Source: an optimization exercise on an open RTL-to-GDS flow (aim: small area, a short achievable clock period and few clock cycles). Production flows keep margins and buffers that such runs may drop.
The RTL was checked by simulation tests, not by an equivalence proof against the original design.
Power is estimated from default activity; no workload was simulated.

===== design.v =====
module vad_unit (
    input  wire        clk,
    input  wire        rst,           
    input  wire        cmd_valid,
    output wire        cmd_ready,
    input  wire [1:0]  cmd_op,        
    input  wire [31:0] cmd_arg,       
    input  wire [31:0] cmd_blen,      
    input  wire        s_valid,
    output wire        s_ready,
    input  wire [31:0] s_data,
    output wire        iv_valid,
    input  wire        iv_ready,
    output wire [15:0] iv_data,
    output wire        iv_last,
    output wire [1:0]  iv_mode,
    output wire        iv_reset,
    input  wire        vd_valid,
    input  wire [1:0]  vd_code,
    output wire        done,
    output wire [31:0] result,
    output wire        rate_reject,
    output wire [31:0] hist_err,
    output wire [31:0] hist_sil,
    output wire [31:0] hist_voice,
    output wire [31:0] hist_noise,
    output wire [31:0] vad_rate,
    output wire [10:0] vad_flen,
    output wire [10:0] vad_off,
    output wire [1:0]  vad_mode
);
    localparam [1:0] OP_INIT    = 2'd1;
    localparam [1:0] OP_SETMODE = 2'd2;
    localparam [1:0] OP_PROCESS = 2'd3;
    localparam [1:0] V_SIL   = 2'd0;
    localparam [1:0] V_VOICE = 2'd1;
    localparam [1:0] V_NOISE = 2'd2;
    localparam HW = 23;               
    reg        crdy;                  
    reg        acc_q;                 
    reg [1:0]  op_q;
    reg        ok_q;                  
    reg [1:0]  rc_q;                  
    reg        le3_q;                 
    reg [1:0]  lo_q;                  
    reg        locked;
    reg [1:0]  code;                  
    reg        f_1000, f_0101, f_1011, f_1101, f_1110, f_0111, f_0010, f_0001;
    reg [1:0]  mode_c;
    reg        r_all;                 
    reg        res0;                  
    reg        rrej_c;
    reg [10:0] off_c;
    reg [HW-1:0] hc_e, hc_s, hc_v, hc_n;
    reg        done_q;
    reg        ivrst_q;
    reg        run;
    reg [29:0] rem;                   
    reg [10:0] off_w;                 
    reg        nl;                    
    reg        pend;                  
    reg [HW-1:0] hw_e, hw_s, hw_v, hw_n;
    reg [4:0]  ph;                    
    reg        cy_e, cy_s, cy_v, cy_n;    
    reg        req;                   
    reg        absb;                  
    reg [1:0]  vcode;                 
    reg [1:0]  vcs;                   
    reg        sd1, sd2, nd1, nd2;    
    reg        enz, vnz;              
    reg        sr;                    
    reg        bv;                    
    reg [15:0] b_t;
    reg        b_s;
    reg        b_l;
    reg        ivv;                   
    reg [15:0] ivd;
    reg        ivl;
    reg        skv;                   
    reg [15:0] skd;
    reg        skl;
    wire        hi0    = (cmd_arg[31:16] == 16'd0);
    wire        is8k   = hi0 && (cmd_arg[15:0] == 16'd8000);
    wire        is16k  = hi0 && (cmd_arg[15:0] == 16'd16000);
    wire        is32k  = hi0 && (cmd_arg[15:0] == 16'd32000);
    wire        is48k  = hi0 && (cmd_arg[15:0] == 16'd48000);
    wire        accept = cmd_valid && crdy;
    wire        ex_init = acc_q && (op_q == OP_INIT);
    wire        ex_mode = acc_q && (op_q == OP_SETMODE);
    wire        ex_proc = acc_q && (op_q == OP_PROCESS);
    wire        pass    = ok_q && (!locked || (rc_q == code));
    wire        start   = ex_proc && pass;
    wire        rfail   = ex_proc && !pass;
    reg [10:0] flen_m2;               
    always @(*) begin
        case (code)
            2'd0:    flen_m2 = 11'd238;
            2'd1:    flen_m2 = 11'd478;
            2'd2:    flen_m2 = 11'd958;
            default: flen_m2 = 11'd1438;
        endcase
    end
    wire take = s_valid && sr;
    wire pop   = ivv && iv_ready;
    wire bpush = bv && !skv;
    wire bv_n  = take || (bv && !bpush);
    wire skv_n = skv ? !pop : (bpush && ivv && !pop);
    wire ivv_n = skv || bpush || (ivv && !pop);
    wire [7:0]  s_e   = s_data[30:23];
    wire        s_nan = (s_e == 8'hFF) && (s_data[22:0] != 23'd0);
    wire        s_z   = s_nan || (s_e < 8'd110);
    wire        s_c   = !s_nan && ((s_e >= 8'd127) ||
                                   (s_e == 8'd126 && s_data[22:8] == 15'h7FFF));
    wire [16:0] s_sh  = {1'b1, s_data[22:8], 1'b0} >> (~s_e[4:0]);
    wire [15:0] qt    = s_z ? 16'd0 : s_c ? 16'hFFFE : s_sh[15:0];
    wire [16:0] qsum = {b_s, b_t ^ {16{b_s}}} + 17'd1;
    wire [15:0] qd   = qsum[16:1];
    wire rem_ge1 = (rem != 30'd0);
    wire rem_ge2 = (rem[29:1] != 29'd0);
    wire rem_ge3 = (rem[29:2] != 28'd0) || (rem[1] && rem[0]);
    wire ph0     = (ph == 5'd0);
    wire ph_last = (ph == HW - 1);
    wire fin = run && !rem_ge1 && !ivv && ph_last && (!pend || absb);
    wire go    = req && ph0;
    wire cin_e = ph0 ? (go && vcode == 2'd3)    : cy_e;
    wire cin_s = ph0 ? (go && vcode == V_SIL)   : cy_s;
    wire cin_v = ph0 ? (go && vcode == V_VOICE) : cy_v;
    wire cin_n = ph0 ? (go && vcode == V_NOISE) : cy_n;
    wire nb_e  = hw_e[0] ^ cin_e;
    wire nb_s  = hw_s[0] ^ cin_s;
    wire nb_v  = hw_v[0] ^ cin_v;
    wire nb_n  = hw_n[0] ^ cin_n;
    wire       sb   = ph[4:1] != 4'd0 ? !sd2 : 1'b1;    
    wire       nbb  = ph[4:1] != 4'd0 ? !nd2 : 1'b1;    
    wire [1:0] vcin = ph0 ? 2'd2 : vcs;
    wire [2:0] vtot = {2'd0, nb_v} + {2'd0, sb} + {2'd0, nbb} + {1'd0, vcin};
    wire       vmaj = vtot[2] && !sd1 && !nd1 && !nb_s && !nb_n;
    wire       d_all = enz || nb_e;
    wire       d_one = !d_all && (vnz || nb_v) && vmaj;
    wire g1      = bpush ? rem_ge2 : rem_ge1;
    wire g2      = bpush ? rem_ge3 : rem_ge2;
    wire more    = bv_n ? g2 : g1;
    wire full_n  = bv_n && ivv_n && skv_n;
    wire nl_n    = take ? (!nl && (off_w == flen_m2)) : nl;
    wire pend_n  = (pend && !(absb && ph_last)) || (take && nl);
    wire run_n   = start || (run && !fin);
    wire sr_n    = run_n && more && !full_n && !(pend_n && nl_n);
    wire clr_w = rst || ex_init || rfail || start;
    wire hld   = rst || ex_init || rfail || fin;
    wire [HW-1:0] hw_e_n = clr_w ? {HW{1'b0}} : {nb_e, hw_e[HW-1:1]};
    wire [HW-1:0] hw_s_n = clr_w ? {HW{1'b0}} : {nb_s, hw_s[HW-1:1]};
    wire [HW-1:0] hw_v_n = clr_w ? {HW{1'b0}} : {nb_v, hw_v[HW-1:1]};
    wire [HW-1:0] hw_n_n = clr_w ? {HW{1'b0}} : {nb_n, hw_n[HW-1:1]};
    always @(posedge clk) begin
        hw_e <= hw_e_n;
        hw_s <= hw_s_n;
        hw_v <= hw_v_n;
        hw_n <= hw_n_n;
        if (hld) begin
            hc_e <= hw_e_n;
            hc_s <= hw_s_n;
            hc_v <= hw_v_n;
            hc_n <= hw_n_n;
        end
        cy_e <= !clr_w && hw_e[0] && cin_e;
        cy_s <= !clr_w && hw_s[0] && cin_s;
        cy_v <= !clr_w && hw_v[0] && cin_v;
        cy_n <= !clr_w && hw_n[0] && cin_n;
        ph   <= (rst || ph_last) ? 5'd0 : ph + 5'd1;
        if (vd_valid)
            vcode <= vd_code;
        if (clr_w) begin
            vcs  <= 2'd2;
            sd1  <= 1'b0;
            sd2  <= 1'b0;
            nd1  <= 1'b0;
            nd2  <= 1'b0;
            enz  <= 1'b0;
            vnz  <= 1'b0;
        end else begin
            vcs  <= vtot[2:1];
            sd1  <= nb_s;
            sd2  <= sd1;
            nd1  <= nb_n;
            nd2  <= nd1;
            enz  <= (enz && !ph0) || nb_e;
            vnz  <= (vnz && !ph0) || nb_v;
        end
    end
    always @(posedge clk) begin
        acc_q <= accept;
        op_q  <= cmd_op;
        ok_q  <= is8k || is16k || is32k || is48k;
        rc_q  <= {is32k || is48k, is16k || is48k};
        le3_q <= (cmd_arg[31:2] == 30'd0);
        lo_q  <= cmd_arg[1:0];
        if (!bv || bpush) begin
            b_t <= qt;
            b_s <= s_data[31];
            b_l <= nl;
        end
        if (skv ? pop : (!ivv || pop)) begin
            ivd <= skv ? skd : qd;
            ivl <= skv ? skl : b_l;
        end
        if (!skv && ivv && !pop) begin
            skd <= qd;
            skl <= b_l;
        end
        rem   <= crdy ? cmd_blen[31:2] : rem - {29'd0, bpush};
        if (rst) begin
            crdy    <= 1'b1;
            acc_q   <= 1'b0;
            locked  <= 1'b0;
            code    <= 2'd0;
            f_1000  <= 1'b0;
            f_0101  <= 1'b0;
            f_1011  <= 1'b0;
            f_1101  <= 1'b0;
            f_1110  <= 1'b0;
            f_0111  <= 1'b0;
            f_0010  <= 1'b0;
            f_0001  <= 1'b0;
            mode_c  <= 2'd0;
            r_all   <= 1'b0;
            res0    <= 1'b0;
            rrej_c  <= 1'b0;
            off_c   <= 11'd0;
            done_q  <= 1'b0;
            ivrst_q <= 1'b0;
            run     <= 1'b0;
            off_w   <= 11'd0;
            nl      <= 1'b0;
            pend    <= 1'b0;
            sr      <= 1'b0;
            req     <= 1'b0;
            absb    <= 1'b0;
            bv      <= 1'b0;
            ivv     <= 1'b0;
            skv     <= 1'b0;
        end else begin
            bv  <= bv_n;
            ivv <= ivv_n;
            skv <= skv_n;
            sr  <= sr_n;
            run <= run_n;
            nl  <= nl_n;
            pend <= pend_n;
            if (take)
                off_w <= nl ? 11'd0 : off_w + 11'd1;
            req     <= (req && !ph0) || vd_valid;
            absb    <= (absb && !ph_last) || go;
            done_q  <= ex_init || ex_mode || rfail || fin;
            ivrst_q <= ex_init;
            if (accept)
                crdy <= 1'b0;
            else if (ex_init || ex_mode || rfail || fin)
                crdy <= 1'b1;
            if (ex_init) begin
                locked <= 1'b0;
                f_1000 <= 1'b0;
                f_0101 <= 1'b0;
                f_1011 <= 1'b0;
                f_1101 <= 1'b0;
                f_1110 <= 1'b0;
                f_0111 <= 1'b0;
                f_0010 <= 1'b0;
                f_0001 <= 1'b0;
                mode_c <= 2'd0;
                off_c  <= 11'd0;
                off_w  <= 11'd0;
                nl     <= 1'b0;
                r_all  <= 1'b0;
                res0   <= 1'b1;
                rrej_c <= 1'b0;
            end
            if (ex_mode) begin
                if (le3_q) mode_c <= lo_q;
                r_all  <= 1'b0;
                res0   <= le3_q;
                rrej_c <= 1'b0;
            end
            if (rfail) begin
                r_all  <= 1'b1;
                res0   <= 1'b1;
                rrej_c <= 1'b1;
            end
            if (start) begin
                code <= rc_q;
            end
            if (fin) begin
                locked <= 1'b1;
                f_1000 <= (code == 2'd0);
                f_0101 <= code[0];
                f_1011 <= (code != 2'd1);
                f_1101 <= (code != 2'd2);
                f_1110 <= (code != 2'd3);
                f_0111 <= (code != 2'd0);
                f_0010 <= (code == 2'd2);
                f_0001 <= (code == 2'd3);
                off_c  <= off_w;
                r_all  <= d_all;
                res0   <= d_all || d_one;
                rrej_c <= 1'b0;
            end
        end
    end
    assign cmd_ready   = crdy;
    assign s_ready     = sr;
    assign iv_valid    = ivv;
    assign iv_data     = ivd;
    assign iv_last     = ivl;
    assign iv_mode     = mode_c;
    assign iv_reset    = ivrst_q;
    assign done        = done_q;
    assign result      = {{31{r_all}}, res0};
    assign rate_reject = rrej_c;
    assign hist_err    = {{(32-HW){1'b0}}, hc_e};
    assign hist_sil    = {{(32-HW){1'b0}}, hc_s};
    assign hist_voice  = {{(32-HW){1'b0}}, hc_v};
    assign hist_noise  = {{(32-HW){1'b0}}, hc_n};
    assign vad_rate    = {16'd0, f_0001, f_0010, f_0111, locked, locked, f_1110,
                          f_1101, f_1011, f_0101, f_1000, 6'd0};
    assign vad_flen    = {f_0001, f_0010, f_0111, locked, f_1110, f_1101, f_1000, 4'd0};
    assign vad_off     = off_c;
    assign vad_mode    = mode_c;
endmodule

===== flow/run.sh =====
#!/bin/bash
set -euo pipefail
SETUP_MARGIN=${SETUP_MARGIN:-5.0}
bash standard.sh \
    "BUFFER_PORTS_ARGS=-buffer_cell sky130_fd_sc_hd__buf_1" \
    "SETUP_SLACK_MARGIN=${SETUP_MARGIN}" \
    finish > flow_make.log 2>&1
test -f out/final.def

===== standard.sh =====
#!/bin/bash
# synth_recipe.tcl (not shown) runs the flow's synth.tcl, then flattens the netlist and writes it again
# the make line also repeats each setting of config.mk as NAME=value (left out here)
make -C /OpenROAD-flow-scripts/flow DESIGN_CONFIG=/design/flow/config.mk WORK_HOME=/design/flow/orfs CLKGATE_MAP_FILE= SYNTH_SCRIPT=/design/flow/synth_recipe.tcl "${@:-finish}"

===== config.mk =====
export PLATFORM = sky130hd
export DESIGN_NAME = vad_unit
export DESIGN_NICKNAME = vad_unit
export VERILOG_FILES = /design/flow/design.v
export SDC_FILE = /design/flow/constraint.sdc
export NUM_CORES = 4
export LEC_CHECK = 0
export CAP_MARGIN = 20
export CORE_MARGIN = 2
export CORE_UTILIZATION = 40
export CTS_CLUSTER_DIAMETER = 80
export CTS_CLUSTER_SIZE = 30
export SLEW_MARGIN = 20

===== constraint.sdc =====
create_clock -name core_clock -period 8.0 [get_ports {clk}]
set_input_delay 1.6000 -clock core_clock [delete_from_list [all_inputs] [get_ports {clk}]]
set_output_delay 1.6000 -clock core_clock [all_outputs]
set_load 0.01 [all_outputs]

==> summary.md, run 1 <==
| Metric | Value |
|---|---|
| Unrepaired setup endpoints after global routing | no |
| 1st-iter DRT viols | a little under 400 |
| Initial antenna violation count | 0 |
| Post-route cell area | approximately 16000 sq um |
| Worst-skew pair later-pin latency | about 540 ps |
| Hpwl dp | roughly 21000 um |
| Setup total negative slack | 0 ps |
| Hold path depth | 1 |
| Gr usage total | 15.8% |
| CORE AREA | 34700 sq um |
| Crit Path Class | primary input to register |
| DR vias | roughly 9300 |
| Fmax | 0.345 GHz |
| EDFF count, synth | roughly 150 |
| Final Setup Violations | 0 |
| DR top layer | met4 |
| Post-placement cell count | 1897 |
| Asr flop ratio synth | 0% |
| Non-Filler Instances | 1939 |
| YS warnings | 1 |
| Metal3 WL | approximately 1700 um |
| Max clock buf depth | 3 |
| # DRC | 0 |
| CTS tree | yes |
| Met1 WL | about 14000 um |
| Slew Viols, Final | 0 |
| Leak | between 0.005 and 0.006 uW |
| Final GP Congestion | around 0.86 |
| Detail Route Antenna Nets | 0 |
| Worst reg2reg path depth | 11 |
| Die area | about 37000 sq um |
| Ports | 347 |
| WP data required | 8360 ps |
| Worst Skew | about 42 ps |
| Total design power | around 3500 uW |
| Grt ovf | 0 |
| Flop2flop setup slack | 5160 ps |
| H-Tree Level Count | 1 |
| Synthesis-stage register bit count | approximately 340 |
| Final wirelength | approximately 31000 um |
| Critical-path maximum fanout | 13 |
| Total CTS buffers | 19 |
| Die Y | approximately 190 um |
| Worst Hold Class | register to register |
| Clk root buf | clkbuf_16 |
| Setup crit start kind | primary input |
| Reg2reg end | res0 |
| # rows | between 60 and 70 |
| Worst ir drop on vdd | between 0.0002 and 0.00025 V |
| Commonest cells after routing, fill and taps aside | 278 x buf_1, 194 x dfxtp_1, 146 x edfxtp_1, 107 x nand2_1, 96 x and2_1 |
| Vias in the first global route | a little under 9000 |
| Worst path slowest cell | or2_2 |
| Critical Path Stages | 8 |
| RR Startpoint | ph[0] |
| Finished Core Util | 45.9% |
| Power per Cell Area | roughly 220 nW/um^2 |
| # fillers | 3278 |
| Nets | roughly 1600 |
| Worst-Margin Slew | around 1100 ps |
| Post-Syn Instances | ~1300 |
| CP endpoint kind | register |
| Avg Vias per Cell | 4.82 |
| Syn avg cell area | roughly 11 sq um |
| Crit-path leading delay family | simple AND/OR/NAND/NOR gates |
| Drt first pass iters | 4 |
| Clock sink count | roughly 340 |
| Pin count of the biggest net entering global routing | between 60 and 70 |
| Die W | around 190 um |
| Critical-path cell list | buf_1 -> nor4_2 -> nand4_1 -> o2111ai_2 -> o21ai_0 -> buf_4 -> or2_2 -> o21ai_0 |
| CP most frequent cell | o21ai_0 |
| Crit share post-route | a little over a third |
| Top FF cell, synth | dfxtp_1 |
| First-pass GRT wire length | between 40000 and 50000 um |
| Max-cap violations | 0 |
| Worst-path clk slew | 110 ps |
| Layout cells sized above 1 | under 10% |
| Area grow syn2layout | 12.6% |
| Seq/Total Area, Yosys | between 50% and 60% |
| Multi-input gate area | around 5000 sq um |
| Hold endpoint | hw_v[2] |
| Ant. Diodes | 0 |
| Crit path DAT | approximately 3300 ps |
| I/O Buffers | about 280 |
| Final hold vios | 0 |
| Worst path bufs/invs | 2 |
| Register Area | 8360 sq um |
| Dpl cell area | 15000 sq um |
| Hold path startpoint | hw_v[3] |
| Commonest non-fill, non-tap cell in the layout | buf_1 |
| Min Tclk post-route | 2900 ps |
| Avg WL per Cell | around 16 um |
| Max incr delay on CP | 310 ps |
| Synthesized area | about 14000 sq um |
| Initial Util | 40.8% |
| Unique cell type count in the Yosys netlist | 67 |
| Rel. slew slack | between 20 and 30% |
| Outcome | no timing/DRC/antenna violations |
| Met2 WL post-DR | 14600 um |
-- sequential cells by signal (all words and copies together) (netlist names), 5 cells and up --
register	cells
rem	30
hc_e	23
hc_n	23
hc_s	23
hc_v	23
hw_e	23
hw_n	23
hw_s	23
hw_v	23
b_t	16
ivd	16
skd	16
off_c	11
off_w	11
ph	5
-- timing repair --
action	in CTS	in global routing
endpoints found under the hold margin	0	0
resized for setup	14	14
setup endpoints to repair	173	100
setup buffers	4	1
gates cloned	3	1
hold buffers	0	0
pin swaps	2	5
-- cells in the mapped netlist, types with 12 or more instances --
master	instances	area, sq um
edfxtp_1	146	4380
nor4_1	24	150
xnor2_1	38	333
nor3_1	18	90.1
nor2_1	70	263
buf_4	113	848
nand2b_1	12	75.1
and2_1	96	601
mux2_2	21	236
dfxtp_1	198	3960
nand2_1	108	405
clkbuf_1	43	161
mux2i_1	13	130
a21oi_1	63	315
inv_1	16	60.1
nand3_1	28	140
o21ai_0	60	300
nand4_1	16	100
nor2b_1	12	75.1
xor2_1	28	245
-- final cells by class --
type	count	share of cell area [%]
Timing Repair Buffer	293	7.39
Tap cell	455	3.57
Clock buffer	21	3.03
Multi-Input combinational cell	797	31.7
Clock inverter	12	1.41
Inverter	17	0.401
Sequential cell	344	52.5
-- where the power goes --
group          total (uW)  leakage [uW]  internal, uW  switching, uW
clock                1180      0.000339           547            632
combinational         316       0.00225           120            196
sequential           1960       0.00313          1910           56.1
-- stage by stage --
| stage | worst slack (ps) | hold WS [ps] |
|---|---|---|
| floorplan | 4960 | 421 |
| global placement | 4260 | 428 |
| detailed placement | 4250 | 434 |
| CTS | 5000 | 436 |
| global route | 4990 | 453 |
| finish | 5100 | 427 |
-- worst max path at each step --
stage	startpoint	end	slack, ps
after CTS	rem[13]	hc_e[4]	5000
after detailed placement	rst	hc_s[16]	4250
after floorplan	s_data[23]	b_t[3]	4960
after global routing	s_data[21]	b_t[4]	4990
final	s_data[21]	b_t[4]	5100
after global placement	rst	hc_s[13]	4260
-- metal layers --
metal | GRT usage (%) | vias up
met5 | 0 | -
met4 | 3.44 | 0
met3 | 2.63 | 30
met2 | 26.5 | 248
met1 | 21.4 | 4418
li1 | - | 4651
-- kinds of logic after synthesis --
family                   count (synthesis)  share of synthesized area, %
AND/OR/NAND/NOR                        438                          16.5
flip-flops                             344                          59.0
buffers and inverters                  185                          8.17
AO/OA/AOI/OAI                          175                          7.34
XOR/XNOR                                66                          4.08
multiplexers                            42                          3.86
adder cells (fa/ha/maj)                 10                         0.990
other                                    1                        0.0265
Testbench counts, summed over its fixed seeds: cycles 282,724.
==> run 2, diff against run 1 <==
--- a/config.mk
+++ b/config.mk
@@ -7,7 +7,7 @@
 export LEC_CHECK = 0
 export CAP_MARGIN = 20
 export CORE_MARGIN = 2
-export CORE_UTILIZATION = 40
+export CORE_UTILIZATION = 70
 export CTS_CLUSTER_DIAMETER = 80
 export CTS_CLUSTER_SIZE = 30
 export SLEW_MARGIN = 20
==> summary.md, run 2 <==
| Metric | Value |
|---|---|
| Crit share post-route | 37.0% (+0.73 points) |
| Commonest non-fill, non-tap cell in the layout | buf_1 |
| Die W | 146 um (-24%) |
| Ant. Diodes | 0 (unchanged) |
| 1st-iter DRT viols | 521 (+35%) |
| Unique cell type count in the Yosys netlist | 67 (unchanged) |
| Synth area leaders | edfxtp_1 31%, dfxtp_1 28%, buf_4 6.0%, and2_1 4.2%, nand2_1 2.9% |
| Setup total negative slack | 0 ps (unchanged) |
| Worst-path clk slew | 110 ps (about the same) |
| Clock sink count | 344 (unchanged) |
| Critical-path cell list | or4_1 -> or4_4 -> nor4_4 -> buf_4 -> nor2_2 -> nand2_4 |
| Critical-path maximum fanout | 25 (+12) |
| Initial Util | 70.6% (+30 points) |
| Detail Route Antenna Nets | 0 (unchanged) |
| Avg Vias per Cell | 5.40 (+12%) |
| CP endpoint kind | register |
| Worst-Margin Slew | 963 ps (-104 ps) |
| Flop2flop setup slack | 5040 ps (-120 ps) |
| Synthesized area | 14200 sq um (unchanged) |
| Synthesis-stage register bit count | 344 (unchanged) |
| Layout cells sized above 1 | 7.68% (-0.34 points) |
| Gr usage total | 25.8% (+10 points) |
| Outcome | no timing/DRC/antenna violations |
| Total CTS buffers | 16 (-3) |
| Worst reg2reg path depth | 6 (-5) |
| Slew Viols, Final | 0 (unchanged) |
| Leak | 0.00565 uW (-1.1%) |
| CTS tree | yes |
| Worst ir drop on vdd | 0.000204 V (+1.6%) |
| # rows | 52 (-24%) |
| Final GP Congestion | 0.936 (+9.4%) |
| Max FFs per register | 30 (unchanged) |
| Max incr delay on CP | 610 ps (+300 ps) |
| # DRC | 0 (unchanged) |
| Top FF cell, synth | dfxtp_1 |
| Max-cap violations | 0 (unchanged) |
| Hpwl dp | 20200 um (-3.2%) |
| Commonest cells after routing, fill and taps aside | 277 x buf_1, 196 x dfxtp_1, 146 x edfxtp_1, 107 x nand2_1, 96 x and2_1 |
| DR vias | 9485 (+1.5%) |
| Final Setup Violations | 0 (unchanged) |
| WP data required | 8190 ps (-170 ps) |
| Worst path slowest cell | or4_1 |
| Yosys top cell by area | edfxtp_1 |
| Syn avg cell area | 11.2 sq um (unchanged) |
| Cell with the most instances after synthesis | dfxtp_1 |
| Avg WL per Cell | 16.4 um (+3.5%) |
| YS warnings | 1 (unchanged) |
| Rel. slew slack | 35.7% (+6.9 points) |
| I/O Buffers | 282 (unchanged) |
| Nets | 1591 (+0.19%) |
| Crit path DAT | 3150 ps (-110 ps) |
| Fmax | 0.338 GHz (-2.0%) |
| Unrepaired setup endpoints after global routing | yes |
| Ports | 347 (unchanged) |
| Final wirelength | 28800 um (-6.3%) |
| Critical path origin | rem[13] |
| Die area | 21400 sq um (-42%) |
| Hold path depth | 2 (+1) |
| Min Tclk post-route | 2960 ps (+58.3 ps) |
| Final hold vios | 0 (unchanged) |
| EDFF count, synth | 146 (unchanged) |
| Critical path endpoint | hc_v[11] |
| First-pass GRT wire length | 44900 um (-3.5%) |
| Grt ovf | 0 (unchanged) |
| Clk root buf | clkbuf_16 |
| Seq/Total Area, Yosys | 59.0% (unchanged) |
| Power per Cell Area | 209 nW/um^2 (-3.8%) |
| Area grow syn2layout | 9.67% |
| Hold_ws | 444 ps (+16.2 ps) |
| CORE AREA | 20000 sq um (-42%) |
| RR Startpoint | rem[13] |
| Setup crit start kind | register |
| Reg2reg end | hc_v[11] |
| Post-Syn Instances | 1261 (unchanged) |
| Biggest register | rem |
| Worst-skew pair later-pin latency | 520 ps (-20 ps) |
| Crit Path Class | register to register |
| Asr flop ratio synth | 0% (unchanged) |
| Max clock buf depth | 3 (unchanged) |
| Worst Hold Class | register to register |
| Die Y | 146 um (-24%) |
| Synth top cells by count | 198 x dfxtp_1, 146 x edfxtp_1, 113 x buf_4 |
| Worst Skew | 25.6 ps (-16.7 ps) |
| Vias in the first global route | 8740 (+0.85%) |
| H-Tree Level Count | 1 (unchanged) |
| Drt first pass iters | 5 (+1) |
| Top-area cell type share of the netlist area | 31.0% (unchanged) |
| Pin count of the biggest net entering global routing | 98 (+42%) |
| Initial antenna violation count | 0 (unchanged) |
run 2: cell counts after synthesis:
No cell type changed its count.
run 2: per-layer routing:
metal  global-route usage [%]  wire, um  vias to the layer above
li1                         -         -                     4651
met1                     34.8     12200                     4484
met2                     42.2     13700                      305
met3                     6.97      2230                       45
met4                     6.21       654                        0
met5                        0         0                        -
run 2: worst min path at each step:
stage | to | from
4_1_cts | cy_e | hw_e[0]
5_1_grt | cy_e | hw_e[0]
3_5_place_dp | hw_s[3] | hw_s[4]
3_3_place_gp | hw_n[6] | hw_n[7]
2_1_floorplan | cy_n | hw_n[0]
6_report | cy_e | hw_e[0]
run 2: logic make-up after synthesis:
group,count (synthesis),synth area share (%)
buffers and inverters,185,8.17
multiplexers,42,3.86
adder cells (fa/ha/maj),10,0.990
flip-flops,344,59.0
AND/OR/NAND/NOR,438,16.5
other,1,0.0265
XOR/XNOR,66,4.08
AO/OA/AOI/OAI,175,7.34
run 2: critical path, delay by kind of cell (launching register included):
kind	cells	cell delay, ps
simple gates	5	1920
flops	1	370
buf+inv	1	330
run 2: what timing repair did:
item / 4_1_cts / 5_1_grt
endpoints found under the setup margin: 144 / 107
hold buffers: 0 / 0
gates cloned: 2 / 1
hold endpoints to repair: 0 / 0
pin swaps: 1 / 5
setup buffers: 2 / 8
resized for setup: 10 / 14
run 2: final cells by class:
cell class | count | area, sq um
Inverter | 17 | 63.8
Timing Repair Buffer | 300 | 1220
Tap cell | 270 | 338
Sequential cell | 344 | 8360
Fill cell | 1379 | 4520
Clock buffer | 22 | 423
Clock inverter | 6 | 96.3
Multi-Input combinational cell | 796 | 5020
run 2: power breakdown:
part | switching (uW) | internal [uW]
registers | 55.5 | 1910
logic | 194 | 122
clock network | 534 | 428
total | 784 | 2460
run 2: metrics by stage:
step	power (uW)	instance area (sq um)	util, %	setup WS [ps]	cells
detailed placement	2300	14800	73.9	4260	1714
global placement	2290	14800	73.9	4290	1714
global route	3370	15500	77.4	4940	1755
CTS	3250	15400	76.8	4960	1746
floorplan	2230	14500	-	4960	1322
finish	3240	15500	77.4	5040	1755
==> run 3, diff against run 2 <==
--- a/design.v
+++ b/design.v
@@ -40,9 +40,8 @@
     reg        acc_q;                 
     reg [1:0]  op_q;
     reg        ok_q;                  
-    reg [1:0]  rc_q;                  
     reg        le3_q;                 
-    reg [1:0]  lo_q;                  
+    reg [1:0]  x_q;                   
     reg        locked;
     reg [1:0]  code;                  
     reg        f_1000, f_0101, f_1011, f_1101, f_1110, f_0111, f_0010, f_0001;
@@ -61,6 +60,9 @@
     reg        pend;                  
     reg [HW-1:0] hw_e, hw_s, hw_v, hw_n;
     reg [4:0]  ph;                    
+    reg        ph0;                   
+    reg        ph_last;               
+    reg        fin;                   
     reg        cy_e, cy_s, cy_v, cy_n;    
     reg        req;                   
     reg        absb;                  
@@ -88,7 +90,7 @@
     wire        ex_init = acc_q && (op_q == OP_INIT);
     wire        ex_mode = acc_q && (op_q == OP_SETMODE);
     wire        ex_proc = acc_q && (op_q == OP_PROCESS);
-    wire        pass    = ok_q && (!locked || (rc_q == code));
+    wire        pass    = ok_q && (!locked || (x_q == code));
     wire        start   = ex_proc && pass;
     wire        rfail   = ex_proc && !pass;
     reg [10:0] flen_m2;               
@@ -118,9 +120,7 @@
     wire rem_ge1 = (rem != 30'd0);
     wire rem_ge2 = (rem[29:1] != 29'd0);
     wire rem_ge3 = (rem[29:2] != 28'd0) || (rem[1] && rem[0]);
-    wire ph0     = (ph == 5'd0);
-    wire ph_last = (ph == HW - 1);
-    wire fin = run && !rem_ge1 && !ivv && ph_last && (!pend || absb);
+    wire rz_n    = bpush ? !rem_ge2 : !rem_ge1;      
     wire go    = req && ph0;
     wire cin_e = ph0 ? (go && vcode == 2'd3)    : cy_e;
     wire cin_s = ph0 ? (go && vcode == V_SIL)   : cy_s;
@@ -144,6 +144,8 @@
     wire nl_n    = take ? (!nl && (off_w == flen_m2)) : nl;
     wire pend_n  = (pend && !(absb && ph_last)) || (take && nl);
     wire run_n   = start || (run && !fin);
+    wire fin_n   = (ph == HW - 2) && run_n && rz_n && !ivv_n &&
+                   (!pend_n || absb);
     wire sr_n    = run_n && more && !full_n && !(pend_n && nl_n);
     wire clr_w = rst || ex_init || rfail || start;
     wire hld   = rst || ex_init || rfail || fin;
@@ -166,7 +168,10 @@
         cy_s <= !clr_w && hw_s[0] && cin_s;
         cy_v <= !clr_w && hw_v[0] && cin_v;
         cy_n <= !clr_w && hw_n[0] && cin_n;
-        ph   <= (rst || ph_last) ? 5'd0 : ph + 5'd1;
+        ph      <= (rst || ph_last) ? 5'd0 : ph + 5'd1;
+        ph0     <= rst || ph_last;
+        ph_last <= !rst && (ph == HW - 2);
+        fin     <= !rst && fin_n;
         if (vd_valid)
             vcode <= vd_code;
         if (clr_w) begin
@@ -191,9 +196,8 @@
         acc_q <= accept;
         op_q  <= cmd_op;
         ok_q  <= is8k || is16k || is32k || is48k;
-        rc_q  <= {is32k || is48k, is16k || is48k};
+        x_q   <= cmd_op[0] ? {cmd_arg[15] || cmd_arg[14], cmd_arg[7]} : cmd_arg[1:0];
         le3_q <= (cmd_arg[31:2] == 30'd0);
-        lo_q  <= cmd_arg[1:0];
         if (!bv || bpush) begin
             b_t <= qt;
             b_s <= s_data[31];
@@ -275,7 +279,7 @@
                 rrej_c <= 1'b0;
             end
             if (ex_mode) begin
-                if (le3_q) mode_c <= lo_q;
+                if (le3_q) mode_c <= x_q;
                 r_all  <= 1'b0;
                 res0   <= le3_q;
                 rrej_c <= 1'b0;
@@ -286,7 +290,7 @@
                 rrej_c <= 1'b1;
             end
             if (start) begin
-                code <= rc_q;
+                code <= x_q;
             end
             if (fin) begin
                 locked <= 1'b1;
--- a/config.mk
+++ b/config.mk
@@ -7,7 +7,7 @@
 export LEC_CHECK = 0
 export CAP_MARGIN = 20
 export CORE_MARGIN = 2
-export CORE_UTILIZATION = 70
+export CORE_UTILIZATION = 60
 export CTS_CLUSTER_DIAMETER = 80
 export CTS_CLUSTER_SIZE = 30
 export SLEW_MARGIN = 20
==> summary.md, run 3 <==
| Metric | Value |
|---|---|
| Hpwl dp | 19100 um (-5.3%) |
| Leak | 0.00571 uW (+0.92%) |
| Synthesis-stage register bit count | 345 (+0.29%) |
| Unrepaired setup endpoints after global routing | no |
| Clk root buf | clkbuf_16 |
| Die Y | 158 um (+7.9%) |
| Syn avg cell area | 11.4 sq um (+1.3%) |
| Total CTS buffers | 16 (unchanged) |
| Avg WL per Cell | 15.5 um (-5.6%) |
| Initial Util | 60.8% (-9.8 points) |
| Layout cells sized above 1 | 6.01% (-1.7 points) |
| Asr flop ratio synth | 0% (unchanged) |
| Unique cell type count in the Yosys netlist | 77 (+15%) |
| Met3 usage | 5.20% (-1.8 points) |
| CORE AREA | 23300 sq um (+16%) |
| Initial antenna violation count | 0 (unchanged) |
| Power per Cell Area | 206 nW/um^2 (-1.4%) |
| Fin worst setup slack | 5090 ps (+48.3 ps) |
| Die W | 158 um (+7.9%) |
| Setup total negative slack | 0 ps (unchanged) |
| Min Tclk post-route | 2910 ps (-48.3 ps) |
| GR met1 Demand/Resource | 28.4% (-6.4 points) |
| Ports | 347 (unchanged) |
| Finished Core Util | 66.6% (-11 points) |
| Final wirelength | 27700 um (-4.1%) |
| Final Setup Violations | 0 (unchanged) |
| DP Worst Slack | 3910 ps (-358 ps) |
| Fmax | 0.344 GHz (+1.7%) |
| Die area | 24900 sq um (+17%) |
| Yosys top cell by area | edfxtp_1 |
| Ant. Diodes | 0 (unchanged) |
| Worst Hold Class | register to register |
| Cell with the most instances after synthesis | dfxtp_1 |
| # DRC | 0 (unchanged) |
| Outcome | no timing/DRC/antenna violations |
| Gr usage total | 21.3% (-4.5 points) |
| Worst-path clk slew | 110 ps (about the same) |
| 1st-iter DRT viols | 503 (-3.5%) |
| Seq/Total Area, Yosys | 59.0% (about the same) |
| Grt ovf | 0 (unchanged) |
| CTS Hold Bufs | 0 (unchanged) |
| Final hold vios | 0 (unchanged) |
| Nets | 1569 (-1.4%) |
| Rel. slew slack | 44.6% (+8.9 points) |
| Pin count of the biggest net entering global routing | 97 (-1.0%) |
| Top-area cell type share of the netlist area | 30.9% (-0.082 points) |
| CP endpoint kind | output pin |
| Vias in the first global route | 8288 (-5.2%) |
| CTS tree | yes |
| GRT Max-Usage Layer | met2 |
| Worst-skew pair later-pin latency | 510 ps (about the same) |
| Worst-Margin Slew | 831 ps (-132 ps) |
| Critical-path maximum fanout | 64 (+160%) |
| Commonest non-fill, non-tap cell in the layout | buf_1 |
| I/O Buffers | 282 (unchanged) |
| Crit share post-route | 36.4% (-0.60 points) |
| Final GP Congestion | 0.871 (-7.0%) |
| YS warnings | 1 (unchanged) |
| Setup crit start kind | register |
| Worst ir drop on vdd | 0.000203 V (-0.60%) |
| DR vias | 9261 (-2.4%) |
| # rows | 56 (+7.7%) |
| Synthesized area | 14200 sq um (+0.27%) |
| EDFF count, synth | 146 (unchanged) |
| Area grow syn2layout | 9.51% |
| Max clock buf depth | 3 (unchanged) |
| GR Layer Usage met2 | 35.1% (-7.1 points) |
| WP data required | 6400 ps (-1790 ps) |
| Synth area leaders | edfxtp_1 31%, dfxtp_1 28%, buf_4 6.0%, and2_1 4.3%, nand2_1 2.3% |
| Crit Path Class | register to output pin |
| Avg Vias per Cell | 5.19 (-3.9%) |
| Worst Skew | 13.1 ps (-12.5 ps) |
| H-Tree Level Count | 1 (unchanged) |
| Post-Syn Instances | 1248 (-1.0%) |
| Crit path DAT | 1310 ps (-1840 ps) |
| Detail Route Antenna Nets | 0 (unchanged) |
| First-pass GRT wire length | 42600 um (-5.1%) |
| Max-cap violations | 0 (unchanged) |
| Biggest register | rem |
| Clock sink count | 345 (+0.29%) |
| Max FFs per register | 30 (unchanged) |
| Drt first pass iters | 5 (unchanged) |
| Synth top cells by count | 199 x dfxtp_1, 146 x edfxtp_1, 113 x buf_4 |
| Commonest cells after routing, fill and taps aside | 279 x buf_1, 197 x dfxtp_1, 146 x edfxtp_1, 97 x and2_1, 87 x nand2_1 |
| Top FF cell, synth | dfxtp_1 |
| Slew Viols, Final | 0 (unchanged) |
## run 3: cell types whose count changed after synthesis, moves of 8 or more
cell	change
o21ai_1	+16
a22o_1	+16
nand2_1	-21
o21ai_0	-28
nor4_1	-8
nand3_1	-10
a21oi_1	-13
## run 3: final cells by class
class | count | area [sq um]
Clock buffer | 24 | 452
Timing Repair Buffer | 298 | 1210
Fill cell | 1845 | 7790
Inverter | 23 | 86.3
Clock inverter | 4 | 50.0
Sequential cell | 345 | 8370
Multi-Input combinational cell | 770 | 4960
Tap cell | 319 | 399
## run 3: critical path, cell delays in order (launching register included)
cell and delay (ps):
dfxtp_2 350, buf_12 220, buf_1 180
## run 3: kinds of logic (layout without fill, tap and decap cells)
kind of cell	count (synthesis)	in the layout	share of synthesized area, %
flops	345	345	59.0
xor+xnor	66	66	4.07
mux	37	37	3.41
compound gates	178	179	8.21
other cells	1	62	0.0264
buf+inv	195	349	8.25
simple gates	417	417	16.1
fa+ha+maj	9	9	0.899
## run 3: path summary, 6_finish.rpt
kind | from | end | slack (ps) | depth (start not counted)
setup / recovery | crdy | cmd_ready | 5090 | 2
hold / removal | hw_e[0] | cy_e | 450 | 2
hold reg to reg | hw_e[0] | cy_e | 450 | 2
setup reg to reg | b_s | ivd[15] | 5150 | 7
## run 3: report_power, final
group | switching (uW) | internal [uW]
Clock | 545 | 413
Combinational | 182 | 110
Sequential | 45.6 | 1900
Total | 772 | 2430
## run 3: per-layer routing
layer	wire length, um	part of all wire, %	up-vias
met3	2140	7.8	37
met5	0	0	-
met4	571	2.1	0
li1	-	-	4628
met2	12700	46	303
met1	12200	44	4293
## run 3: repair_timing
item                                    4_1_cts  5_1_grt
endpoints found under the hold margin         0        0
endpoints found under the setup margin      124       96
pin swaps                                     1        2
gates resized for setup                      12        4
setup buffers                                 2        6
gates cloned                                  0        1
## run 3: per-stage QoR
step                      instances  hold WS (ps)  total power (uW)  cell area (sq um)
final                          1783           448              3200              15500
after global routing           1783           457              3330              15500
after CTS                      1776           448              3230              15500
after detailed placement       1746           431              2270              14900
after global placement         1746           428              2270              14900
after floorplan                1309           421              2200              14500
Testbench counts of run 3, summed over its fixed seeds: cycles 282,724.
==> run 4, diff against run 3 <==
==> flow/run.sh (replaced) <==
#!/bin/bash
set -euo pipefail
SETUP_MARGIN=${SETUP_MARGIN:-5.3}
bash standard.sh \
    "BUFFER_PORTS_ARGS=-buffer_cell sky130_fd_sc_hd__buf_1" \
    "SETUP_SLACK_MARGIN=${SETUP_MARGIN}" \
    finish > flow_make.log 2>&1
test -f out/final.def
==> summary.md, run 4 <==
| Metric | Value |
|---|---|
| Top FF cell, synth | dfxtp_1 |
| Drt first pass iters | 4 (-1) |
| Crit Path Class | register to output pin |
| Cell with the most instances after synthesis | dfxtp_1 |
| Final Setup Violations | 0 (unchanged) |
| Max incr delay on CP | 390 ps (+40 ps) |
| Power per Cell Area | 201 nW/um^2 (-2.4%) |
| Max-cap violations | 0 (unchanged) |
| Outcome | no timing/DRC/antenna violations |
| Critical-path cell list | buf_12 -> buf_2 |
| CTS tree | yes |
| Worst-Margin Slew | 875 ps (+44.0 ps) |
| Worst path slowest cell | dfxtp_4 |
| Final wirelength | 29200 um (+5.6%) |
| Layout cells sized above 1 | 14.0% (+8.0 points) |
| Critical path origin | r_all |
| Fmax | 0.360 GHz (+4.6%) |
| Final hold vios | 0 (unchanged) |
| Finished Core Util | 68.8% (+2.2 points) |
| Crit-path leading delay family | flip-flops |
| Unique cell type count in the Yosys netlist | 77 (unchanged) |
| Synthesized area | 14200 sq um (unchanged) |
| Top-area cell type share of the netlist area | 30.9% (unchanged) |
| Worst path bufs/invs | 2 (unchanged) |
| # rows | 56 (unchanged) |
| Grt ovf | 0 (unchanged) |
| Nets | 1585 (+1.0%) |
| Post-Syn Instances | 1248 (unchanged) |
| DP Worst Slack | 3920 ps (+18.6 ps) |
| Min Tclk post-route | 2780 ps (-129 ps) |
| Worst Skew | 18.9 ps (+5.80 ps) |
| Ports | 347 (unchanged) |
| Crit share post-route | 34.8% (-1.6 points) |
| Max clock buf depth | 3 (unchanged) |
| Reg2reg end | ivd[15] |
| DR vias | 9440 (+1.9%) |
| Unrepaired setup endpoints after global routing | yes |
| Final GP Congestion | 0.855 (-1.9%) |
| H-Tree Level Count | 1 (unchanged) |
| Max FFs per register | 30 (unchanged) |
| WP data required | 6400 ps (about the same) |
| Synthesis-stage register bit count | 345 (unchanged) |
| CP endpoint kind | output pin |
| Die Y | 158 um (unchanged) |
| Asr flop ratio synth | 0% (unchanged) |
| 1st-iter DRT viols | 495 (-1.6%) |
| CORE AREA | 23300 sq um (unchanged) |
| RR Startpoint | b_t[1] |
| Biggest register | rem |
| Worst reg2reg path depth | 7 (unchanged) |
| Synth area leaders | edfxtp_1 31%, dfxtp_1 28%, buf_4 6.0%, and2_1 4.3%, nand2_1 2.3% |
| Die W | 158 um (unchanged) |
| Initial antenna violation count | 0 (unchanged) |
| Clock sink count | 345 (unchanged) |
| Area grow syn2layout | 13.1% |
| Slew Viols, Final | 0 (unchanged) |
| Hold_ws | 453 ps (+4.92 ps) |
| Flop2flop setup slack | 5350 ps (+200 ps) |
| Synth top cells by count | 199 x dfxtp_1, 146 x edfxtp_1, 113 x buf_4 |
| Commonest non-fill, non-tap cell in the layout | buf_1 |
| Avg WL per Cell | 16.2 um (+4.6%) |
| Ant. Diodes | 0 (unchanged) |
| Setup crit start kind | register |
| First-pass GRT wire length | 44200 um (+3.7%) |
| Hold path depth | 1 (-1) |
| I/O Buffers | 282 (unchanged) |
| Detail Route Antenna Nets | 0 (unchanged) |
| Worst-skew pair later-pin latency | 500 ps (about the same) |
| YS warnings | 1 (unchanged) |
| Initial Util | 60.8% (unchanged) |
| Critical Path Stages | 2 (unchanged) |
| Vias in the first global route | 8630 (+4.1%) |
| Rel. slew slack | 41.6% (-3.0 points) |
| Commonest cells after routing, fill and taps aside | 211 x buf_1, 188 x dfxtp_1, 146 x edfxtp_1, 97 x and2_1, 86 x nand2_1 |
| Avg Vias per Cell | 5.25 (+1.0%) |
| Crit path DAT | 1180 ps (-130 ps) |
| EDFF count, synth | 146 (unchanged) |
| Fin worst setup slack | 5220 ps (+129 ps) |
| Total CTS buffers | 16 (unchanged) |
| Setup total negative slack | 0 ps (unchanged) |
| Yosys top cell by area | edfxtp_1 |
| Leak | 0.00615 uW (+7.8%) |
| Gr usage total | 22.3% (+0.98 points) |
| Hpwl dp | 19800 um (+3.6%) |
| Critical path endpoint | result[21] |
| Worst ir drop on vdd | 0.000198 V (-2.7%) |
| Syn avg cell area | 11.4 sq um (unchanged) |
| Seq/Total Area, Yosys | 59.0% (unchanged) |
| # DRC | 0 (unchanged) |
| Clk root buf | clkbuf_16 |
| Die area | 24900 sq um (unchanged) |
| Worst-path clk slew | 110 ps (about the same) |
| Critical-path maximum fanout | 16 (-75%) |
| Pin count of the biggest net entering global routing | 97 (unchanged) |
| Worst Hold Class | register to register |
[run 4: cell types whose count changed in the layout (fill, tap and decap cells not counted), sizes merged]
cell    change
inv         -1
buf        -15
clkbuf     +29
bufbuf      +1
clkinv      +2
[run 4: what timing repair did]
item / in CTS / in global routing
hold buffers: 0 / 0
setup endpoints to repair: 157 / 141
setup buffers: 11 / 12
resized for setup: 69 / 71
pin swaps: 5 / 12
gates cloned: 3 / 0
[run 4: stage by stage]
stage / cells / total power [uW] / instance area (sq um)
after global routing: 1799 / 3350 / 16100
final: 1799 / 3220 / 16100
after global placement: 1745 / 2270 / 14900
after CTS: 1787 / 3240 / 15800
after detailed placement: 1745 / 2280 / 14900
after floorplan: 1309 / 2210 / 14600
[run 4: layout make-up]
| cell class | count | area, sq um |
|---|---|---|
| inverter | 23 | 86.3 |
| tap | 319 | 399 |
| timing repair buffer | 314 | 1560 |
| multi-input combinational | 770 | 5110 |
| clock inverter | 5 | 56.3 |
| sequential | 345 | 8390 |
| clock buffer | 23 | 448 |
| fill | 1819 | 7280 |
[run 4: layer usage]
| metal | vias to the layer above | wire (um) | GRT usage, % |
|---|---|---|---|
| met5 | - | 0 | 0 |
| met4 | 0 | 520 | 5.24 |
| met3 | 29 | 2260 | 5.20 |
| met2 | 322 | 14000 | 37.8 |
| met1 | 4438 | 12400 | 29.2 |
| li1 | 4651 | - | - |
[run 4: worst min-delay path by stage]
| stage | startpoint | endpoint |
|---|---|---|
| after floorplan | hw_e[0] | cy_e |
| final | hw_s[10] | hw_s[9] |
| after global placement | hw_s[0] | cy_s |
| after detailed placement | hw_s[0] | cy_s |
| after CTS | hw_v[0] | cy_v |
| after global routing | hw_s[0] | cy_s |
[run 4: worst register-to-register path, cell delays in order (launching register included)]
cell and delay (ps):
edfxtp_1 460, xor2_1 190, ha_2 210, or4b_4 490, or4_1 410, o31a_1 240
a21o_1 170, mux2_4 250
[run 4: power breakdown]
| part | leakage [uW] | total [uW] | switching (uW) | internal, uW |
|---|---|---|---|---|
| logic | 0.00277 | 319 | 192 | 127 |
| registers | 0.00314 | 1950 | 44.4 | 1900 |
| clock network | 0.000244 | 958 | 545 | 412 |
[run 4: cell families (layout without fill, tap and decap cells)]
kind of cell	count (synthesis)	in the layout	share of synthesized area, %
mux	37	37	3.41
buf+inv	195	365	8.25
compound gates	178	179	8.21
other cells	1	62	0.0264
flops	345	345	59.0
fa+ha+maj	9	9	0.899
simple gates	417	417	16.1
xor+xnor	66	66	4.07
==> run 5, diff against run 4 <==
==> flow/run.sh (replaced) <==
#!/bin/bash
set -euo pipefail
SETUP_MARGIN=${SETUP_MARGIN:-5.6}
bash standard.sh \
    "BUFFER_PORTS_ARGS=-buffer_cell sky130_fd_sc_hd__buf_1" \
    "SETUP_SLACK_MARGIN=${SETUP_MARGIN}" \
    finish > flow_make.log 2>&1
test -f out/final.def
==> summary.md, run 5 <==
| Metric | Value |
|---|---|
| Max FFs per register | 30 (unchanged) |
| Worst ir drop on vdd | 0.000163 V (-17%) |
| Total CTS buffers | 16 (unchanged) |
| Seq/Total Area, Yosys | 59.0% (unchanged) |
| Worst path slowest cell | dfxtp_4 |
| Leak | 0.00717 uW (+16%) |
| Synthesis-stage register bit count | 345 (unchanged) |
| Crit share post-route | 35.0% (+0.23 points) |
| I/O Buffers | 282 (unchanged) |
| CTS Hold Bufs | 0 (unchanged) |
| GR met1 Demand/Resource | 31.9% (+2.8 points) |
| Rel. slew slack | 47.1% (+5.4 points) |
| Setup crit start kind | register |
| CORE AREA | 23300 sq um (unchanged) |
| Unrepaired setup endpoints after global routing | yes |
| Worst Skew | 16.7 ps (-2.20 ps) |
| Synth top cells by count | 199 x dfxtp_1, 146 x edfxtp_1, 113 x buf_4 |
| Final Setup Violations | 0 (unchanged) |
| Initial antenna violation count | 3 (+3) |
| Biggest register | rem |
| Worst-Margin Slew | 792 ps (-82.5 ps) |
| Cell with the most instances after synthesis | dfxtp_1 |
| Commonest cells after routing, fill and taps aside | 165 x dfxtp_1, 146 x edfxtp_1, 94 x and2_1, 86 x buf_1, 80 x nand2_1 |
| WP data required | 6400 ps (about the same) |
| Die area | 24900 sq um (unchanged) |
| 1st-iter DRT viols | 654 (+32%) |
| H-Tree Level Count | 1 (unchanged) |
| Fin worst setup slack | 5200 ps (-18.3 ps) |
| Final wirelength | 33100 um (+13%) |
| YS warnings | 1 (unchanged) |
| Final hold vios | 0 (unchanged) |
| Post-Syn Instances | 1248 (unchanged) |
| Layout cells sized above 1 | 30.1% (+16 points) |
| Synthesized area | 14200 sq um (unchanged) |
| Hpwl dp | 19600 um (-1.0%) |
| Avg Vias per Cell | 5.44 (+3.6%) |
| DR vias | 10100 (+7.4%) |
| Fmax | 0.357 GHz (-0.65%) |
| Met3 usage | 4.74% (-0.47 points) |
| Clk root buf | clkbuf_16 |
| Setup total negative slack | 0 ps (unchanged) |
| Area grow syn2layout | 24.6% |
| CP endpoint kind | output pin |
| Pin count of the biggest net entering global routing | 97 (unchanged) |
| CTS tree | yes |
| Die Y | 158 um (unchanged) |
| Power per Cell Area | 188 nW/um^2 (-6.2%) |
| Avg WL per Cell | 17.7 um (+9.2%) |
| First-pass GRT wire length | 48900 um (+11%) |
| Detail Route Antenna Nets | 0 (unchanged) |
| Die W | 158 um (unchanged) |
| Max clock buf depth | 3 (unchanged) |
| Nets | 1648 (+4.0%) |
| Gr usage total | 24.8% (+2.5 points) |
| Top-area cell type share of the netlist area | 30.9% (unchanged) |
| Syn avg cell area | 11.4 sq um (unchanged) |
| Crit path DAT | 1200 ps (+20 ps) |
| Final GP Congestion | 0.850 (-0.61%) |
| Commonest non-fill, non-tap cell in the layout | dfxtp_1 |
| Top FF cell, synth | dfxtp_1 |
| # DRC | 0 (unchanged) |
| GR Layer Usage met2 | 42.7% (+4.9 points) |
| Unique cell type count in the Yosys netlist | 77 (unchanged) |
| Worst-skew pair later-pin latency | 510 ps (about the same) |
| Crit Path Class | register to output pin |
| Asr flop ratio synth | 0% (unchanged) |
| Outcome | no timing/DRC/antenna violations |
| Critical-path maximum fanout | 16 (unchanged) |
| Synth area leaders | edfxtp_1 31%, dfxtp_1 28%, buf_4 6.0%, and2_1 4.3%, nand2_1 2.3% |
| Clock sink count | 345 (unchanged) |
| EDFF count, synth | 146 (unchanged) |
| # rows | 56 (unchanged) |
| Max incr delay on CP | 400 ps (about the same) |
| Max-cap violations | 0 (unchanged) |
| Yosys top cell by area | edfxtp_1 |
| Drt first pass iters | 5 (+1) |
| Worst-path clk slew | 110 ps (about the same) |
| Vias in the first global route | 9505 (+10%) |
| GRT Max-Usage Layer | met2 |
| Grt ovf | 0 (unchanged) |
| Initial Util | 60.8% (unchanged) |
| Worst Hold Class | register to register |
| Min Tclk post-route | 2800 ps (+18.3 ps) |
| Slew Viols, Final | 0 (unchanged) |
| DP Worst Slack | 4010 ps (+81.3 ps) |
| Critical-path cell list | buf_12 -> buf_2 |
| Ports | 347 (unchanged) |
-- run 5: cell types whose count changed in the layout (fill, tap and decap cells not counted), sizes merged --
| cell | previous run | this run |
|---|---|---|
| buf | 282 | 293 |
| bufbuf | 1 | 3 |
| clkbuf | 54 | 103 |
| or3 | 10 | 12 |
| bufinv | 0 | 1 |
| inv | 26 | 25 |
| diode | 0 | 3 |
| a2bb2oi | 2 | 1 |
-- run 5: final cells by class --
type	instances	area, sq um
sequential	345	8440
inverter	23	98.8
fill	1542	5650
multi-input combinational	771	5400
clock inverter	5	73.8
tap	319	399
timing repair buffer	376	2810
antenna	3	7.51
clock buffer	23	448
-- run 5: metrics by stage --
step / instance area (sq um) / util [%] / power, uW / cells / hold WS (ps)
after floorplan: 14600 / - / 2210 / 1309 / 421
after global placement: 15000 / 64.1 / 2270 / 1744 / 425
after detailed placement: 15000 / 64.1 / 2280 / 1744 / 432
after CTS: 17100 / 73.1 / 3310 / 1838 / 447
after global routing: 17700 / 75.8 / 3450 / 1865 / 470
final: 17700 / 75.8 / 3330 / 1865 / 446
-- run 5: where the power goes --
part | leakage (uW) | total [uW] | internal [uW] | switching (uW)
Combinational | 0.00376 | 409 | 186 | 222
Clock | 0.000254 | 975 | 428 | 548
Sequential | 0.00315 | 1950 | 1900 | 47.0
-- run 5: logic make-up after synthesis --
kind of cell               share of synthesized area [%]
AOI/OAI and AO/OA                                   8.21
DFF                                                 59.0
xor gates and xnor gates                            4.07
other                                             0.0264
muxes                                               3.41
adders and majority gates                          0.899
buffers and inverters                               8.25
and+or+nand+nor                                     16.1
-- run 5: path summary, 6_finish.rpt --
| kind | from | to | slack [ps] | cells past startpoint |
|---|---|---|---|---|
| setup reg to reg | b_s | ivd[15] | 5400 | 7 |
| hold reg to reg | hw_e[0] | cy_e | 450 | 2 |
| hold / removal | hw_e[0] | cy_e | 450 | 2 |
| setup / recovery | r_all | result[24] | 5200 | 2 |
-- run 5: metal layers --
layer	up-vias	share of wire, %
li1	4804	-
met5	-	0
met2	429	49
met4	0	2.5
met1	4851	42
met3	53	7.1
-- run 5: worst max-delay path, delay by kind of cell (launching register included) --
kind / cells / cell delay (ps)
flops: 1 / 400
buf+inv: 2 / 280
-- run 5: repair_timing --
item | in CTS | in global routing
buffers inserted | 55 | 18
cloned | 11 | 6
pin swaps | 30 | 27
endpoints found under the setup margin | 481 | 292
gates resized for setup | 303 | 134
==> run 6, diff against run 5 <==
==> flow/run.sh (replaced) <==
#!/bin/bash
set -euo pipefail
SETUP_MARGIN=${SETUP_MARGIN:-5.40}
bash standard.sh \
    "BUFFER_PORTS_ARGS=-buffer_cell sky130_fd_sc_hd__buf_1" \
    "SETUP_SLACK_MARGIN=${SETUP_MARGIN}" \
    finish > flow_make.log 2>&1
test -f out/final.def
==> summary.md, run 6 <==
| Metric | Value |
|---|---|
| Outcome | no timing/DRC/antenna violations |
| Top FF cell, synth | dfxtp_1 |
| NetSw | 790 uW (-3.3%) |
| Die W | 158 um (unchanged) |
| # DRC | 0 (unchanged) |
| Worst-skew pair later-pin latency | 520 ps (about the same) |
| Synthesized area | 14200 sq um (unchanged) |
| Asr flop ratio synth | 0% (unchanged) |
| First-pass GRT wire length | 45200 um (-7.5%) |
| Unrepaired setup endpoints after global routing | yes |
| Die Y | 158 um (unchanged) |
| Hold_ws | 455 ps (+9.30 ps) |
| Worst-path clk slew | 110 ps (about the same) |
| Worst-Margin Slew | 779 ps (-13.5 ps) |
| Final Setup Violations | 0 (unchanged) |
| Seq/Total Area, Yosys | 59.0% (unchanged) |
| Worst Hold Class | register to register |
| Synth area leaders | edfxtp_1 31%, dfxtp_1 28%, buf_4 6.0%, and2_1 4.3%, nand2_1 2.3% |
| H-Tree Level Count | 1 (unchanged) |
| Final GP Congestion | 0.887 (+4.4%) |
| # fillers | 1726 (+12%) |
| Post-Syn Instances | 1248 (unchanged) |
| Synth top cells by count | 199 x dfxtp_1, 146 x edfxtp_1, 113 x buf_4 |
| Crit path DAT | 1200 ps (about the same) |
| Vias in the first global route | 8977 (-5.6%) |
| Rel. slew slack | 48.0% (+0.90 points) |
| Switching share of power | 24.0% (-0.48 points) |
| Synthesis-stage register bit count | 345 (unchanged) |
| WP data required | 6400 ps (about the same) |
| Hold path depth | 2 (unchanged) |
| Ports | 347 (unchanged) |
| Max clock buf depth | 3 (unchanged) |
| Leak | 0.00674 uW (-5.9%) |
| Seq pwr share | 59.3% (+0.8 points) |
| Syn avg cell area | 11.4 sq um (unchanged) |
| I/O Buffers | 282 (unchanged) |
| Die area | 24900 sq um (unchanged) |
| Critical-path maximum fanout | 16 (unchanged) |
| Initial Util | 60.8% (unchanged) |
| Worst ir drop on vdd | 0.000193 V (+18%) |
| Setup total negative slack | 0 ps (unchanged) |
| CORE AREA | 23300 sq um (unchanged) |
| Nets | 1598 (-3.0%) |
| Fmax | 0.358 GHz (+0.11%) |
| CTS tree | yes |
| Clock network fraction of total power | 30.1% (+0.8 points) |
| Gr usage total | 22.8% (-2.0 points) |
| Commonest cells after routing, fill and taps aside | 166 x dfxtp_1, 146 x edfxtp_1, 97 x and2_1, 87 x buf_1, 83 x nand2_1 |
| Biggest register | rem |
| Worst Skew | 24.9 ps (+8.20 ps) |
| Grt ovf | 0 (unchanged) |
| Total CTS buffers | 16 (unchanged) |
| Worst reg2reg path depth | 7 (unchanged) |
| Internal power | 2500 uW (-0.79%) |
| Setup crit start kind | register |
| Gate power share | 10.6% (-1.7 points) |
| Drt first pass iters | 6 (+1) |
| Initial antenna violation count | 0 (-3) |
| Detail Route Antenna Nets | 0 (unchanged) |
| Avg Vias per Cell | 5.28 (-2.9%) |
| YS warnings | 1 (unchanged) |
| EDFF count, synth | 146 (unchanged) |
| Max-cap violations | 0 (unchanged) |
| # rows | 56 (unchanged) |
| Area grow syn2layout | 18.1% |
| Unique cell type count in the Yosys netlist | 77 (unchanged) |
| Max FFs per register | 30 (unchanged) |
| Final wirelength | 30100 um (-8.8%) |
| Cell with the most instances after synthesis | dfxtp_1 |
| Crit Path Class | register to output pin |
| Pin count of the biggest net entering global routing | 97 (unchanged) |
| Clk root buf | clkbuf_16 |
| Min Tclk post-route | 2800 ps (-3.19 ps) |
| Clock sink count | 345 (unchanged) |
| Ant. Diodes | 0 (-3) |
| Yosys top cell by area | edfxtp_1 |
| CP endpoint kind | output pin |
| Slew Viols, Final | 0 (unchanged) |
| Final hold vios | 0 (unchanged) |
| Commonest non-fill, non-tap cell in the layout | dfxtp_1 |
| Hpwl dp | 19700 um (+0.35%) |
| Avg WL per Cell | 16.6 um (-6.1%) |
| Power per Cell Area | 196 nW/um^2 (+4.0%) |
| 1st-iter DRT viols | 512 (-22%) |
| Top-area cell type share of the netlist area | 30.9% (unchanged) |
| Layout cells sized above 1 | 26.1% (-4.0 points) |
| DR vias | 9561 (-5.7%) |
| Crit share post-route | 35.0% (-0.040 points) |
==> run 6: repair_timing <==
item / CTS / global route
hold buffers: 0 / 0
endpoints found under the setup margin: 294 / 313
setup buffers: 29 / 6
resized for setup: 193 / 189
pin swaps: 16 / 21
gates cloned: 3 / 1
==> run 6: area by class of cell <==
type                    count  area, sq um  share of cell area [%]
flip-flops and latches    345         8420                    50.2
clock buffers              23          448                    2.67
multi-input cells         769         5210                    31.1
clock inverters             5         80.1                   0.478
well taps                 319          399                    2.38
repair buffers            328         2110                    12.6
inverters                  23         86.3                   0.515
==> run 6: layer usage <==
layer | up-vias | global-route usage (%) | wire (um)
met4 | 0 | 4.46 | 510
met3 | 45 | 5.31 | 2290
li1 | 4676 | - | -
met1 | 4489 | 29.2 | 12500
met2 | 351 | 39.7 | 14800
met5 | - | 0 | 0
==> run 6: metrics by stage <==
step / setup slack, ps / total power [uW] / utilization, % / cell area, sq um / cells
2_1_floorplan: 5000 / 2210 / - / 14600 / 1309
5_1_grt: 5160 / 3410 / 71.8 / 16800 / 1812
6_report: 5200 / 3290 / 71.8 / 16800 / 1812
4_1_cts: 5200 / 3280 / 69.4 / 16200 / 1805
3_3_place_gp: 4010 / 2270 / 64.0 / 14900 / 1745
3_5_place_dp: 3940 / 2280 / 64.0 / 14900 / 1745
==> run 6: critical path, stage by stage, from the launching register on <==
cell and delay, ps:
dfxtp_4 390, buf_12 140, buf_2 140
==> run 6: cell families (layout without fill, tap and decap cells) <==
family / count (synthesis) / in the layout / share of synthesized area (%)
compound gates: 178 / 178 / 8.21
xor+xnor: 66 / 66 / 4.07
fa+ha+maj: 9 / 9 / 0.899
buf+inv: 195 / 379 / 8.25
flops: 345 / 345 / 59.0
mux: 37 / 37 / 3.41
other cells: 1 / 62 / 0.0264
simple gates: 417 / 417 / 16.1
==> run 6: worst paths after layout <==
kind	startpoint	to	slack, ps
setup / recovery	r_all	result[2]	5200
hold / removal	hw_s[0]	cy_s	460
setup reg to reg	b_s	ivd[15]	5370
hold reg to reg	hw_s[0]	cy_s	460
==> run 6: power by group through the flow <==
stage	registers [uW]	clock network (uW)	logic, uW
after floorplan	2000	0	213
after global placement	1990	0	282
after detailed placement	1990	0	285
after CTS	1950	1010	321
after global routing	1960	1070	382
final	1950	988	348
==> run 7, diff against run 6 <==
==> flow/run.sh (replaced) <==
#!/bin/bash
set -euo pipefail
SETUP_MARGIN=${SETUP_MARGIN:-5.2}
bash standard.sh \
    "BUFFER_PORTS_ARGS=-buffer_cell sky130_fd_sc_hd__buf_1" \
    "SETUP_SLACK_MARGIN=${SETUP_MARGIN}" \
    finish > flow_make.log 2>&1
test -f out/final.def
==> summary.md, run 7 <==
| Metric | Value |
|---|---|
| Setup total negative slack | 0 ps (unchanged) |
| Worst Hold Class | register to register |
| Min Tclk post-route | 2780 ps (-16.0 ps) |
| Ant. Diodes | 0 (unchanged) |
| Setup crit start kind | register |
| CTS Hold Bufs | 0 (unchanged) |
| Post-Syn Instances | 1248 (unchanged) |
| Worst-Margin Slew | 873 ps (+94.3 ps) |
| GRT Max-Usage Layer | met2 |
| CP endpoint kind | output pin |
| Max incr delay on CP | 380 ps (about the same) |
| Power per Cell Area | 203 nW/um^2 (+3.5%) |
| Max FFs per register | 30 (unchanged) |
| Dpl cell area | 14900 sq um (-0.12%) |
| DP Worst Slack | 3930 ps (-6.75 ps) |
| Gr usage total | 21.4% (-1.4 points) |
| Avg Vias per Cell | 5.22 (-1.0%) |
| Synthesized area | 14200 sq um (unchanged) |
| Top FF cell, synth | dfxtp_1 |
| Yosys top cell by area | edfxtp_1 |
| Top-area cell type share of the netlist area | 30.9% (unchanged) |
| Critical-path cell list | buf_12 -> buf_4 |
| Biggest register | rem |
| Max clock buf depth | 3 (unchanged) |
| Ports | 347 (unchanged) |
| H-Tree Level Count | 1 (unchanged) |
| I/O Buffers | 282 (unchanged) |
| Worst path bufs/invs | 2 (unchanged) |
| Met3 usage | 4.98% (-0.33 points) |
| Synth area leaders | edfxtp_1 31%, dfxtp_1 28%, buf_4 6.0%, and2_1 4.3%, nand2_1 2.3% |
| Crit-path leading delay family | flip-flops |
| Clock sink count | 345 (unchanged) |
| Clk root buf | clkbuf_16 |
| Final wirelength | 28300 um (-6.1%) |
| Commonest non-fill, non-tap cell in the layout | buf_1 |
| Final Setup Violations | 0 (unchanged) |
| Area grow syn2layout | 12.3% |
| Total design power | 3230 uW (-1.6%) |
| Die Y | 158 um (unchanged) |
| Combinational family with the most area after synthesis | simple AND/OR/NAND/NOR gates |
| Outcome | no timing/DRC/antenna violations |
| Unrepaired setup endpoints after global routing | yes |
| Max-cap violations | 0 (unchanged) |
| Nets | 1583 (-0.94%) |
| GR met1 Demand/Resource | 28.5% (-0.73 points) |
| Simple-gate share of the synthesized area | 16.1% (unchanged) |
| 1st-iter DRT viols | 485 (-5.3%) |
| Synth Area in XOR/XNOR | 4.07% (unchanged) |
| Post-Synth Adder-Cell Area | 0.899% (unchanged) |
| Layout cells sized above 1 | 10.4% (-16 points) |
| Final hold vios | 0 (unchanged) |
| # DRC | 0 (unchanged) |
| Vias in the first global route | 8417 (-6.2%) |
| Detail Route Antenna Nets | 0 (unchanged) |
| Cell with the most instances after synthesis | dfxtp_1 |
| Hpwl dp | 18800 um (-4.4%) |
| Critical-path maximum fanout | 16 (unchanged) |
| YS warnings | 1 (unchanged) |
| Final GP Congestion | 0.860 (-3.1%) |
| Worst-path clk slew | 110 ps (about the same) |
| CORE AREA | 23300 sq um (unchanged) |
| Synth top cells by count | 199 x dfxtp_1, 146 x edfxtp_1, 113 x buf_4 |
| Post-synthesis compound-gate area fraction | 8.21% (unchanged) |
| Leak | 0.00602 uW (-11%) |
| Crit share post-route | 34.8% (-0.20 points) |
| Unique cell type count in the Yosys netlist | 77 (unchanged) |
| Fin worst setup slack | 5220 ps (+16.0 ps) |
| Multiplexer share of the synthesized area | 3.41% (unchanged) |
| Crit path DAT | 1180 ps (-20 ps) |
| Grt ovf | 0 (unchanged) |
| Initial antenna violation count | 0 (unchanged) |
-- run 7: what timing repair did --
action                     4_1_cts  5_1_grt
hold endpoints to repair         0        0
gates resized for setup         50       31
setup endpoints to repair      145      117
pin swaps                        2        4
setup buffers                   11       10
cloned                           0        4
-- run 7: area by class of cell --
| class | count | area, sq um |
|---|---|---|
| clock buffers | 22 | 444 |
| clock inverters | 6 | 68.8 |
| flip-flops and latches | 345 | 8380 |
| well taps | 319 | 399 |
| repair buffers | 312 | 1500 |
| multi-input cells | 770 | 5060 |
| inverters | 23 | 86.3 |
| fillers | 1810 | 7400 |
-- run 7: worst min-delay path, cell delays in order, from the launching register on --
cell and delay (ps):
dfxtp_1 330, nand2_1 50, nor2_1 30
-- run 7: path summary, 6_finish.rpt --
check             cells past startpoint     from         end  slack (ps)
hold reg to reg                       2  hw_s[0]        cy_s         450
setup / recovery                      2    r_all  result[17]        5220
hold / removal                        2  hw_s[0]        cy_s         450
setup reg to reg                      7      b_s     ivd[15]        5290
-- run 7: kinds of logic after synthesis --
| logic type | Yosys count |
|---|---|
| muxes | 37 |
| DFF | 345 |
| and+or+nand+nor | 417 |
| buffers and inverters | 195 |
| AOI/OAI and AO/OA | 178 |
| adders and majority gates | 9 |
| xor gates and xnor gates | 66 |
| other | 1 |
-- run 7: through the flow --
step           std cells  utilization, %
2_1_floorplan       1309               -
3_3_place_gp        1744            63.9
3_5_place_dp        1744            63.9
4_1_cts             1783            67.1
5_1_grt             1797            68.3
6_report            1797            68.3
-- run 7: routing by layer --
metal	wire length (um)	share of wire, %	vias up
met5	0	0	-
met4	597	2.1	0
met3	2060	7.3	36
met2	13200	47	321
met1	12400	44	4367
li1	-	-	4660
-- run 7: power by group --
part | total (uW) | internal [uW] | switching [uW]
Combinational | 317 | 125 | 191
Sequential | 1950 | 1900 | 45.1
Clock | 969 | 426 | 543
Total | 3230 | 2450 | 779

==> re-timing with driven ports <==
In the flow no input, the clock included, has a driving cell. The finished layouts below were timed again as built, in two steps.
Step 1 assumes that a clkbuf_16 drives the clock port and a buf_2 every other input.
Step 2 times the ports against the registers' clock, not the clock port: input delays grow and output delays shrink by t, the midpoint of the rising clock arrivals with the driver on.
a / b / c = ideal / step 1 / step 2; a / b = the first two.
run	shift t [ns]	slack for setup (ns)
run 1	0.562	5.100 / 5.112 / 4.559
run 2	0.550	5.041 / 5.041 / 4.580
run 3	0.555	5.090 / 5.040 / 4.564
run 4	0.546	5.219 / 5.169 / 4.759
run 5	0.548	5.200 / 5.152 / 4.784
run 6	0.557	5.204 / 5.154 / 4.764
run 7	0.550	5.220 / 5.171 / 4.733
After both steps every run listed still meets setup and hold.
